This design comes from an exercise in tuning for small area on the open sky130 flow, not from production work. Only simulation tests tie the RTL to the original design; equivalence was not proved. No driver is modelled on the clock port, so clock power and skew are understated where the tree is cut down; a real chip needs a root buffer or a tree. Power is estimated from default activity; no workload was simulated.

== before ==
==> module relay_spi_ctrl, before the edit <==
module relay_spi_ctrl (
    input  wire         clk,
    input  wire         rst,           
    input  wire         tick,          
    input  wire         req_valid,
    output wire         req_ready,
    input  wire [3:0]   req_op,
    input  wire         req_board_given,
    input  wire [7:0]   req_board,
    input  wire [7:0]   req_relay,
    output wire         resp_valid,
    output wire [1:0]   resp_err,
    output wire [6:0]   resp_state,
    output wire [159:0] resp_id,
    output reg  [4:0]   resp_id_len,
    output wire         fs,
    output reg          fs_oe,
    output wire         spi_cs_n,
    output wire         spi_sclk,
    output wire         spi_mosi,
    input  wire         spi_miso
);
    localparam ST_IDLE = 3'b000, ST_SETTLE = 3'b001, ST_RESP_OK = 3'b010, ST_RESP_ERR = 3'b011,
               ST_WAIT = 3'b100, ST_XFER = 3'b101, ST_TAIL = 3'b110, ST_TICK = 3'b111;
    reg  [2:0]   st;
    reg          def_ok;
    reg  [2:0]   def_board;
    reg  [2:0]   cmd;           
    reg          board2;        
    reg  [4:0]   n;             
    reg          rxb;           
    reg          nz;            
    reg  [159:0] ring;
    wire [4:0]   p20;
    wire [2:0]   p8;
    wire         pend, rend;
    relay_spi_xfer u_time (
        .clk (clk),
        .rst (rst),
        .p20 (p20),
        .p8  (p8),
        .pend(pend),
        .rend(rend)
    );
    wire [1:0] err;
    relay_encoder u_enc (
        .op         (req_op),
        .is_open    (fs_oe),
        .board_given(req_board_given),
        .board_arg  (req_board),
        .def_ok     (def_ok),
        .def_big    (def_board[0]),
        .relay      (req_relay),
        .err        (err)
    );
    wire xfer     = (st == ST_XFER);
    wire tail     = (st == ST_TAIL);
    wire in_frame = (n[4:2] == 3'd0);         
    wire [2:0] board = (req_board_given || req_op[2:0] == 3'd7) ? req_board[2:0] : def_board;
    assign req_ready  = !st[2] && (st[1] || !st[0]);
    assign resp_valid = !st[2] && st[1];
    assign resp_err   = {2{st[0]}} & cmd[1:0];
    assign fs         = st[2];
    assign spi_cs_n   = !(xfer || tail);
    assign spi_sclk   = xfer && p20[4];
    reg [7:0] opcode;
    always @(*) begin
        case (cmd)
            3'd0: opcode = 8'h10;
            3'd1: opcode = 8'h11;
            3'd2: opcode = 8'h12;
            3'd3: opcode = 8'h60;
            3'd4: opcode = 8'h61;
            3'd5: opcode = 8'h62;
            3'd6: opcode = 8'h14;
            default: opcode = 8'h01;
        endcase
    end
    reg [7:0] fbyte;
    always @(*) begin
        case (n[1:0])
            2'd0: fbyte = {5'b00011, board2, resp_id_len[4:3]};
            2'd1: fbyte = opcode;
            2'd2: fbyte = {5'b00000, resp_id_len[2:0]};
            default: fbyte = 8'h00;
        endcase
    end
    assign spi_mosi = in_frame && fbyte[~p8];
    wire done = (n[4] && n[3]) || (n[4:1] == 4'b0010 && (n[0] ? !cmd[0] : !(cmd[2] && cmd[1])));
    wire last_byte = (n[4:2] != 3'd0) || (n[1:0] == 2'd3);
    wire wr = (p20 == resp_id_len);
    always @(posedge clk)
        ring <= {ring[158:0], wr ? rxb : ring[159]};
    genvar s, j;
    generate
        for (s = 0; s < 20; s = s + 1) begin : g_slot
            for (j = 0; j < 8; j = j + 1) begin : g_bit
                assign resp_id[8*s + 7 - j] = ring[159 - ((20*(j+1) + s) % 160)];
            end
        end
    endgenerate
    assign resp_state = resp_id[6:0];
    always @(posedge clk) begin
        if (xfer && pend) begin
            rxb <= spi_miso;
            nz  <= (p8 == 3'd0) ? spi_miso : (nz || spi_miso);
        end
    end
    always @(posedge clk) begin
        if (rst) begin
            st    <= ST_IDLE;
            fs_oe <= 1'b0;
        end else if (req_ready) begin
            st          <= ST_IDLE;
            cmd         <= req_op[2:0];
            n           <= 5'd0;
            board2      <= board[2];
            resp_id_len <= {board[1:0], req_relay[2:0]};
            if (req_valid) begin
                if (err != 2'd0) begin
                    cmd <= {1'b0, err};
                    st  <= ST_RESP_ERR;
                end else if (req_op == 4'd8) begin
                    def_ok    <= req_board_given && (req_board[7:3] == 5'd0);
                    def_board <= {req_board[2:1], (req_board_given && req_board[7:3] == 5'd0) ? req_board[0] : req_board_given};
                    fs_oe     <= 1'b1;
                    st        <= ST_SETTLE;
                end else if (req_op == 4'd9) begin
                    fs_oe <= 1'b0;
                    st    <= ST_RESP_OK;
                end else begin
                    st <= ST_WAIT;
                end
            end
        end else begin
            case (st)
                ST_SETTLE: if (tick) begin
                    n <= n + 1'b1;
                    if (n[3] && n[0]) st <= ST_RESP_OK;        
                end
                ST_WAIT: if (rend) st <= done ? ST_RESP_OK : ST_XFER;
                ST_XFER: if (rend) begin
                    n <= n + 1'b1;
                    if (last_byte) st <= ST_TAIL;
                end
                ST_TAIL: if (pend) begin
                    if (n == 5'd4)
                        resp_id_len <= 5'd0;
                    else if (nz)
                        resp_id_len <= resp_id_len + 1'b1;
                    st <= ST_TICK;
                end
                ST_TICK: if (tick) st <= ST_WAIT;
                default: st <= ST_IDLE;
            endcase
        end
    end
endmodule
export LEC_CHECK = 0
export ABC_AREA = 1
export CAP_MARGIN = 20
export CORE_MARGIN = 2
export CORE_UTILIZATION = 75
export PLACE_DENSITY = 0.88
export SLEW_MARGIN = 20
create_clock -name core_clock -period 20.0 [get_ports {clk}]
standard.sh (not shown) runs the stock make flow with config.mk's settings and CLKGATE_MAP_FILE= SYNTH_SCRIPT=/design/flow/synth_recipe.tcl, a recipe that flattens the netlist after the stock synthesis.
==> flow/flow/run.sh <==
#!/bin/bash
# The standard layout, with port buffers of the smallest buffer cell, the logic
# downsized before clock tree synthesis, and a clock tree of 12 balanced clkbuf_8
# leaves under one clkbuf_16 root. Each tool's output goes to its own log here.
set -euo pipefail
export BUFFER_PORTS_ARGS="-buffer_cell sky130_fd_sc_hd__buf_1"
export CTS_ARGS="-sink_clustering_enable -repair_clock_nets -dont_use_dummy_load -buf_list sky130_fd_sc_hd__clkbuf_8"
export PRE_CTS_TCL="$PWD/flow/pre_cts.tcl"
export POST_CTS_TCL="$PWD/flow/post_cts.tcl"
bash standard.sh synth > make_synth.log 2>&1
bash standard.sh finish > make_finish.log 2>&1
cp -r orfs/logs/* . 2>/dev/null || true
Other scripts of this flow, unchanged in this note and not shown: flow/flow/cts_manual.tcl, flow/flow/downsize.tcl, flow/flow/post_cts.tcl, flow/flow/pre_cts.tcl
For after, these inputs were changed with respect to before:
-- flow/design.v --
<<< before, line 107
    assign req_ready  = !st[2] && (st[1] || !st[0]);
    assign resp_valid = !st[2] && st[1];
    assign resp_err   = {2{st[0]}} & cmd[1:0];
    assign fs         = st[2];
    assign spi_cs_n   = !(xfer || tail);
>>> after, line 107
    assign req_ready  = !st[2] && (st[1] || !st[0]);
    assign resp_valid = !st[2] && st[1];
    assign resp_err   = {2{st[0]}} & resp_id_len[1:0];
    assign fs         = st[2];
    assign spi_cs_n   = !(xfer || tail);
<<< before, line 155
    end
    always @(posedge clk) begin
        if (rst) begin
            st    <= ST_IDLE;
>>> after, line 155
    end
    always @(posedge clk) begin
        if (req_ready && !fs_oe) begin
            def_ok    <= req_board_given && (req_board[7:3] == 5'd0);
            def_board <= {req_board[2:1], (req_board_given && req_board[7:3] == 5'd0) ? req_board[0] : req_board_given};
        end
    end
    always @(posedge clk) begin
        if (rst) begin
            st    <= ST_IDLE;
<<< before, line 163
            n           <= 5'd0;
            board2      <= board[2];
            resp_id_len <= {board[1:0], req_relay[2:0]};
            if (req_valid) begin
                if (err != 2'd0) begin
                    cmd <= {1'b0, err};
                    st  <= ST_RESP_ERR;
                end else if (req_op == 4'd8) begin
                    def_ok    <= req_board_given && (req_board[7:3] == 5'd0);
                    def_board <= {req_board[2:1], (req_board_given && req_board[7:3] == 5'd0) ? req_board[0] : req_board_given};
                    fs_oe     <= 1'b1;
                    st        <= ST_SETTLE;
>>> after, line 169
            n           <= 5'd0;
            board2      <= board[2];
            resp_id_len <= {board[1:0], req_relay[2], (err != 2'd0) ? err : req_relay[1:0]};
            if (req_valid) begin
                if (err != 2'd0) begin
                    st  <= ST_RESP_ERR;
                end else if (req_op == 4'd8) begin
                    fs_oe     <= 1'b1;
                    st        <= ST_SETTLE;
Results
- after ran to completion and came out clean on the timing, design-rule and antenna checks.
- As far as total clock sinks goes, before and after are indistinguishable; the numbers are identical.
- Summary: with before as the reference, combinational cell power in after moved up by more than 10%.
- Diff before -> after: via count has increased; global-route wire length before repair has increased.
- Average cell area after synthesis, before and after: smaller value in before
- Compared with before, in after maximum frequency from static timing analysis dropped about 1.2%, synthesized area dropped 60 um^2, time the final worst path needs with I/O delays and setup climbed 0.074 ns, met2 capacity usage during global routing climbed 8.1 points.
- Clock network power share sits lower in after than in before.
In every run of this note, the design's own scripts or RTL, not TritonCTS, make the clock network.

* * *

== T ==
The RTL this note starts from:
==> flow/design.v <==
module relay_encoder (
    input  wire [3:0] op,
    input  wire       is_open,
    input  wire       board_given,
    input  wire [7:0] board_arg,
    input  wire       def_ok,       
    input  wire       def_big,      
    input  wire [7:0] relay,
    output wire [1:0] err           
);
    wire is_cmd    = !op[3];
    wire is_start  = (op == 4'd8);
    wire is_stop   = (op == 4'd9);
    wire refused   = is_cmd ? !is_open : !((is_start && !is_open) || (is_stop && is_open));
    wire use_arg   = board_given || (op[2:0] == 3'd7);
    wire cfg_err   = !use_arg && !def_ok && !def_big;
    wire board_big = use_arg ? (board_arg[7:3] != 5'd0) : (!def_ok && def_big);
    wire relay_cmd = (op[2:0] <= 3'd2);
    wire relay_bad = relay_cmd ? (relay[7:3] != 5'd0 || relay[2:0] == 3'd0) : (relay != 8'd0);
    wire addr_err  = board_big || relay_bad;
    assign err = refused           ? 2'd3 :
                 !is_cmd           ? 2'd0 :
                 cfg_err           ? 2'd1 :
                 addr_err          ? 2'd2 : 2'd0;
endmodule
module relay_spi_xfer (
    input  wire       clk,
    input  wire       rst,
    output reg  [4:0] p20,
    output reg  [2:0] p8,
    output wire       pend,       
    output wire       rend        
);
    assign pend = p20[4] && p20[1] && p20[0];    
    assign rend = pend && (&p8);
    always @(posedge clk) begin
        if (rst) begin
            p20 <= 5'd0;
            p8  <= 3'd0;
        end else if (pend) begin
            p20 <= 5'd0;
            p8  <= p8 + 1'b1;
        end else begin
            p20 <= p20 + 1'b1;
        end
    end
endmodule
module relay_spi_ctrl (
    input  wire         clk,
    input  wire         rst,           
    input  wire         tick,          
    input  wire         req_valid,
    output wire         req_ready,
    input  wire [3:0]   req_op,
    input  wire         req_board_given,
    input  wire [7:0]   req_board,
    input  wire [7:0]   req_relay,
    output wire         resp_valid,
    output wire [1:0]   resp_err,
    output wire [6:0]   resp_state,
    output wire [159:0] resp_id,
    output reg  [4:0]   resp_id_len,
    output wire         fs,
    output reg          fs_oe,
    output wire         spi_cs_n,
    output wire         spi_sclk,
    output wire         spi_mosi,
    input  wire         spi_miso
);
    localparam ST_IDLE = 3'b000, ST_SETTLE = 3'b001, ST_RESP_OK = 3'b010, ST_RESP_ERR = 3'b011,
               ST_WAIT = 3'b100, ST_XFER = 3'b101, ST_TAIL = 3'b110, ST_TICK = 3'b111;
    reg  [2:0]   st;
    reg          def_ok;
    reg  [2:0]   def_board;
    reg  [2:0]   cmd;           
    reg          board2;        
    reg  [4:0]   n;             
    reg          rxb;           
    reg          nz;            
    reg  [159:0] ring;
    wire [4:0]   p20;
    wire [2:0]   p8;
    wire         pend, rend;
    relay_spi_xfer u_time (
        .clk (clk),
        .rst (rst),
        .p20 (p20),
        .p8  (p8),
        .pend(pend),
        .rend(rend)
    );
    wire [1:0] err;
    relay_encoder u_enc (
        .op         (req_op),
        .is_open    (fs_oe),
        .board_given(req_board_given),
        .board_arg  (req_board),
        .def_ok     (def_ok),
        .def_big    (def_board[0]),
        .relay      (req_relay),
        .err        (err)
    );
    wire xfer     = (st == ST_XFER);
    wire tail     = (st == ST_TAIL);
    wire in_frame = (n[4:2] == 3'd0);         
    wire [2:0] board = (req_board_given || req_op[2:0] == 3'd7) ? req_board[2:0] : def_board;
    assign req_ready  = !st[2] && (st[1] || !st[0]);
    assign resp_valid = !st[2] && st[1];
    assign resp_err   = {2{st[0]}} & cmd[1:0];
    assign fs         = st[2];
    assign spi_cs_n   = !(xfer || tail);
    assign spi_sclk   = xfer && p20[4];
    reg [7:0] opcode;
    always @(*) begin
        case (cmd)
            3'd0: opcode = 8'h10;
            3'd1: opcode = 8'h11;
            3'd2: opcode = 8'h12;
            3'd3: opcode = 8'h60;
            3'd4: opcode = 8'h61;
            3'd5: opcode = 8'h62;
            3'd6: opcode = 8'h14;
            default: opcode = 8'h01;
        endcase
    end
    reg [7:0] fbyte;
    always @(*) begin
        case (n[1:0])
            2'd0: fbyte = {5'b00011, board2, resp_id_len[4:3]};
            2'd1: fbyte = opcode;
            2'd2: fbyte = {5'b00000, resp_id_len[2:0]};
            default: fbyte = 8'h00;
        endcase
    end
    assign spi_mosi = in_frame && fbyte[~p8];
    wire done = (n[4] && n[3]) || (n[4:1] == 4'b0010 && (n[0] ? !cmd[0] : !(cmd[2] && cmd[1])));
    wire last_byte = (n[4:2] != 3'd0) || (n[1:0] == 2'd3);
    wire wr = (p20 == resp_id_len);
    always @(posedge clk)
        ring <= {ring[158:0], wr ? rxb : ring[159]};
    genvar s, j;
    generate
        for (s = 0; s < 20; s = s + 1) begin : g_slot
            for (j = 0; j < 8; j = j + 1) begin : g_bit
                assign resp_id[8*s + 7 - j] = ring[159 - ((20*(j+1) + s) % 160)];
            end
        end
    endgenerate
    assign resp_state = resp_id[6:0];
    always @(posedge clk) begin
        if (xfer && pend) begin
            rxb <= spi_miso;
            nz  <= (p8 == 3'd0) ? spi_miso : (nz || spi_miso);
        end
    end
    always @(posedge clk) begin
        if (rst) begin
            st    <= ST_IDLE;
            fs_oe <= 1'b0;
        end else if (req_ready) begin
            st          <= ST_IDLE;
            cmd         <= req_op[2:0];
            n           <= 5'd0;
            board2      <= board[2];
            resp_id_len <= {board[1:0], req_relay[2:0]};
            if (req_valid) begin
                if (err != 2'd0) begin
                    cmd <= {1'b0, err};
                    st  <= ST_RESP_ERR;
                end else if (req_op == 4'd8) begin
                    def_ok    <= req_board_given && (req_board[7:3] == 5'd0);
                    def_board <= {req_board[2:1], (req_board_given && req_board[7:3] == 5'd0) ? req_board[0] : req_board_given};
                    fs_oe     <= 1'b1;
                    st        <= ST_SETTLE;
                end else if (req_op == 4'd9) begin
                    fs_oe <= 1'b0;
                    st    <= ST_RESP_OK;
                end else begin
                    st <= ST_WAIT;
                end
            end
        end else begin
            case (st)
                ST_SETTLE: if (tick) begin
                    n <= n + 1'b1;
                    if (n[3] && n[0]) st <= ST_RESP_OK;        
                end
                ST_WAIT: if (rend) st <= done ? ST_RESP_OK : ST_XFER;
                ST_XFER: if (rend) begin
                    n <= n + 1'b1;
                    if (last_byte) st <= ST_TAIL;
                end
                ST_TAIL: if (pend) begin
                    if (n == 5'd4)
                        resp_id_len <= 5'd0;
                    else if (nz)
                        resp_id_len <= resp_id_len + 1'b1;
                    st <= ST_TICK;
                end
                ST_TICK: if (tick) st <= ST_WAIT;
                default: st <= ST_IDLE;
            endcase
        end
    end
endmodule
==> flow/config.mk <==
export PLATFORM = sky130hd
export DESIGN_NAME = relay_spi_ctrl
export DESIGN_NICKNAME = relay_spi_ctrl
export VERILOG_FILES = /design/flow/design.v
export SDC_FILE = /design/flow/constraint.sdc
export NUM_CORES = 4
export LEC_CHECK = 0
export ABC_AREA = 1
export CAP_MARGIN = 20
export CORE_MARGIN = 2
export CORE_UTILIZATION = 75
export PLACE_DENSITY = 0.88
export SLEW_MARGIN = 20
==> flow/constraint.sdc <==
create_clock -name core_clock -period 20.0 [get_ports {clk}]
set_input_delay 4.0000 -clock core_clock [delete_from_list [all_inputs] [get_ports {clk}]]
set_output_delay 4.0000 -clock core_clock [all_outputs]
set_load 0.01 [all_outputs]
==> flow/flow/run.sh <==
#!/bin/bash
# The standard layout, with port buffers of the smallest buffer cell, the logic
# downsized before clock tree synthesis, and a clock tree of clkbuf_8 cells
# without dummy loads. Each tool's output goes to its own log in this folder.
set -euo pipefail
export BUFFER_PORTS_ARGS="-buffer_cell sky130_fd_sc_hd__buf_1"
export CTS_ARGS="-sink_clustering_enable -repair_clock_nets -dont_use_dummy_load -buf_list sky130_fd_sc_hd__clkbuf_8"
export PRE_CTS_TCL="$PWD/flow/pre_cts.tcl"
bash standard.sh synth > make_synth.log 2>&1
bash standard.sh finish > make_finish.log 2>&1
cp -r orfs/logs/* . 2>/dev/null || true
==> flow/flow/downsize.tcl <==
# Downsize every logic cell to the smallest drive strength of its function whose
# output slew stays low; synthesis sizes cells for speed the 20 ns clock does not need.
proc downsize_logic { max_slew } {
  set lib_prefix "sky130_fd_sc_hd__"
  set saved 0.0
  set n 0
  foreach inst [get_cells *] {
    set ref [get_property $inst ref_name]
    if {![regexp "^${lib_prefix}(.+)_(\[0-9\]+)\$" $ref -> func drive]} { continue }
    if {[regexp {^(df|edf|sdf|dl|clk|tap|fill|decap|conb|buf_1$)} $func]} { continue }
    if {$drive <= 1} { continue }
    set name [get_full_name $inst]
    set outs [get_pins -of_objects $inst -filter "direction == output"]
    set orig_area [get_property [get_lib_cells */$ref] area]
    foreach d {0 1 2 4 6 8} {
      if {$d >= $drive} { break }
      set cand [get_lib_cells -quiet */${lib_prefix}${func}_$d]
      if {$cand == ""} { continue }
      if {[get_property $cand dont_use]} { continue }
      replace_cell $inst $cand
      estimate_parasitics -placement
      set ok 1
      foreach o $outs { if {[get_property $o slew_max] > $max_slew} { set ok 0 } }
      if {$ok} {
        set saved [expr {$saved + $orig_area - [get_property $cand area]}]
        incr n
        break
      }
      replace_cell $inst [get_lib_cells */$ref]
    }
  }
  estimate_parasitics -placement
  puts "downsize_logic: $n cells downsized, [format %.1f $saved] um2 saved"
}
==> flow/flow/pre_cts.tcl <==
# Before clock tree synthesis: downsize the logic (see downsize.tcl).
source [file join [file dirname [info script]] downsize.tcl]
estimate_parasitics -placement
downsize_logic 0.4
[inputs] Q vs T
diff --git a/flow/design.v b/flow/design.v
--- a/flow/design.v
+++ b/flow/design.v
@@ -1,22 +1,22 @@
 module relay_encoder (
     input  wire [3:0] op,
     input  wire       is_open,
     input  wire       board_given,
     input  wire [7:0] board_arg,
-    input  wire       def_ok,       
+    input  wire       def_valid,
     input  wire       def_big,      
     input  wire [7:0] relay,
     output wire [1:0] err           
 );
     wire is_cmd    = !op[3];
     wire is_start  = (op == 4'd8);
     wire is_stop   = (op == 4'd9);
     wire refused   = is_cmd ? !is_open : !((is_start && !is_open) || (is_stop && is_open));
     wire use_arg   = board_given || (op[2:0] == 3'd7);
-    wire cfg_err   = !use_arg && !def_ok && !def_big;
-    wire board_big = use_arg ? (board_arg[7:3] != 5'd0) : (!def_ok && def_big);
+    wire cfg_err   = !use_arg && !def_valid;
+    wire board_big = use_arg ? (board_arg[7:3] != 5'd0) : def_big;
     wire relay_cmd = (op[2:0] <= 3'd2);
     wire relay_bad = relay_cmd ? (relay[7:3] != 5'd0 || relay[2:0] == 3'd0) : (relay != 8'd0);
     wire addr_err  = board_big || relay_bad;
     assign err = refused           ? 2'd3 :
                  !is_cmd           ? 2'd0 :
@@ -68,11 +68,12 @@
     input  wire         spi_miso
 );
     localparam ST_IDLE = 3'b000, ST_SETTLE = 3'b001, ST_RESP_OK = 3'b010, ST_RESP_ERR = 3'b011,
                ST_WAIT = 3'b100, ST_XFER = 3'b101, ST_TAIL = 3'b110, ST_TICK = 3'b111;
     reg  [2:0]   st;
-    reg          def_ok;
+    reg          def_valid;
+    reg          def_big;
     reg  [2:0]   def_board;
     reg  [2:0]   cmd;           
     reg          board2;        
     reg  [4:0]   n;             
     reg          rxb;           
@@ -93,12 +94,12 @@
     relay_encoder u_enc (
         .op         (req_op),
         .is_open    (fs_oe),
         .board_given(req_board_given),
         .board_arg  (req_board),
-        .def_ok     (def_ok),
-        .def_big    (def_board[0]),
+        .def_valid  (def_valid),
+        .def_big    (def_big),
         .relay      (req_relay),
         .err        (err)
     );
     wire xfer     = (st == ST_XFER);
     wire tail     = (st == ST_TAIL);
@@ -156,29 +157,30 @@
     always @(posedge clk) begin
         if (rst) begin
             st    <= ST_IDLE;
             fs_oe <= 1'b0;
         end else if (req_ready) begin
-            st          <= ST_IDLE;
-            cmd         <= req_op[2:0];
-            n           <= 5'd0;
-            board2      <= board[2];
-            resp_id_len <= {board[1:0], req_relay[2:0]};
+            st <= ST_IDLE;
             if (req_valid) begin
+                cmd <= req_op[2:0];
+                n   <= 5'd0;
                 if (err != 2'd0) begin
                     cmd <= {1'b0, err};
                     st  <= ST_RESP_ERR;
                 end else if (req_op == 4'd8) begin
-                    def_ok    <= req_board_given && (req_board[7:3] == 5'd0);
-                    def_board <= {req_board[2:1], (req_board_given && req_board[7:3] == 5'd0) ? req_board[0] : req_board_given};
+                    def_valid <= req_board_given;
+                    def_big   <= (req_board[7:3] != 5'd0);
+                    def_board <= req_board[2:0];
                     fs_oe     <= 1'b1;
                     st        <= ST_SETTLE;
                 end else if (req_op == 4'd9) begin
                     fs_oe <= 1'b0;
                     st    <= ST_RESP_OK;
                 end else begin
-                    st <= ST_WAIT;
+                    board2      <= board[2];
+                    resp_id_len <= {board[1:0], req_relay[2:0]};
+                    st          <= ST_WAIT;
                 end
             end
         end else begin
             case (st)
                 ST_SETTLE: if (tick) begin
Q reached the end of the flow, and the finished layout is clean on the timing, design-rule and antenna checks.
Max sequential power share across Q and T: Q
Post-synthesis share of cell area spent on full adders, half adders and majority gates across Q and T: no real change.
Q against T: largest fanout on the critical path saw an increase; area of all placed cells without fillers saw little to no change; worst vdd rail ir drop saw an increase; filler-free cell count of the finished design saw a decrease.
From T to Q the numbers moved as follows: global-route usage went down 0.45 points; number of nets produced by synthesis went down 8; half-perimeter wire length after detailed placement went up about 1%.

separate check: timing with driven ports:
The results above use ideal ports. As a check the final layouts listed here were re-extracted and re-timed, cells and wires unchanged. Step 1 sets driving cells, clkbuf_16 on the clock port and buf_2 on the other inputs (assumed; they add their load-dependent delay and slew). Step 2 adds t to the input delays and takes it off the output delays; t is the mean of the earliest and latest rising clock arrival at the registers after step 1. Input paths then give back, and output paths get back, about the clock's delay inside the block. Three values: ideal ports, drivers, drivers and shift; two values: the first two.
| run | shift t [ns] | slack for setup (ns) | hold slack, ns | worst setup path at the end | worst slew at a driven data input, ns |
|---|---|---|---|---|---|
| before | 0.388 | 13.869 / 13.832 / 14.034 | 0.340 / 0.340 / 0.340 | input to register | 0.04 |
| after | 0.404 | 13.795 / 13.752 / 14.156 | 0.345 / 0.345 / 0.345 | register to output | 0.05 |
| T | 0.471 | 13.815 / 13.780 / 14.033 | 0.306 / 0.306 / 0.306 | input to register | 0.04 |
| Q | 0.463 | 13.790 / 13.757 / 13.947 | 0.314 / 0.314 / 0.314 | input to register | 0.05 |
After both steps setup and hold are still met in every run listed.
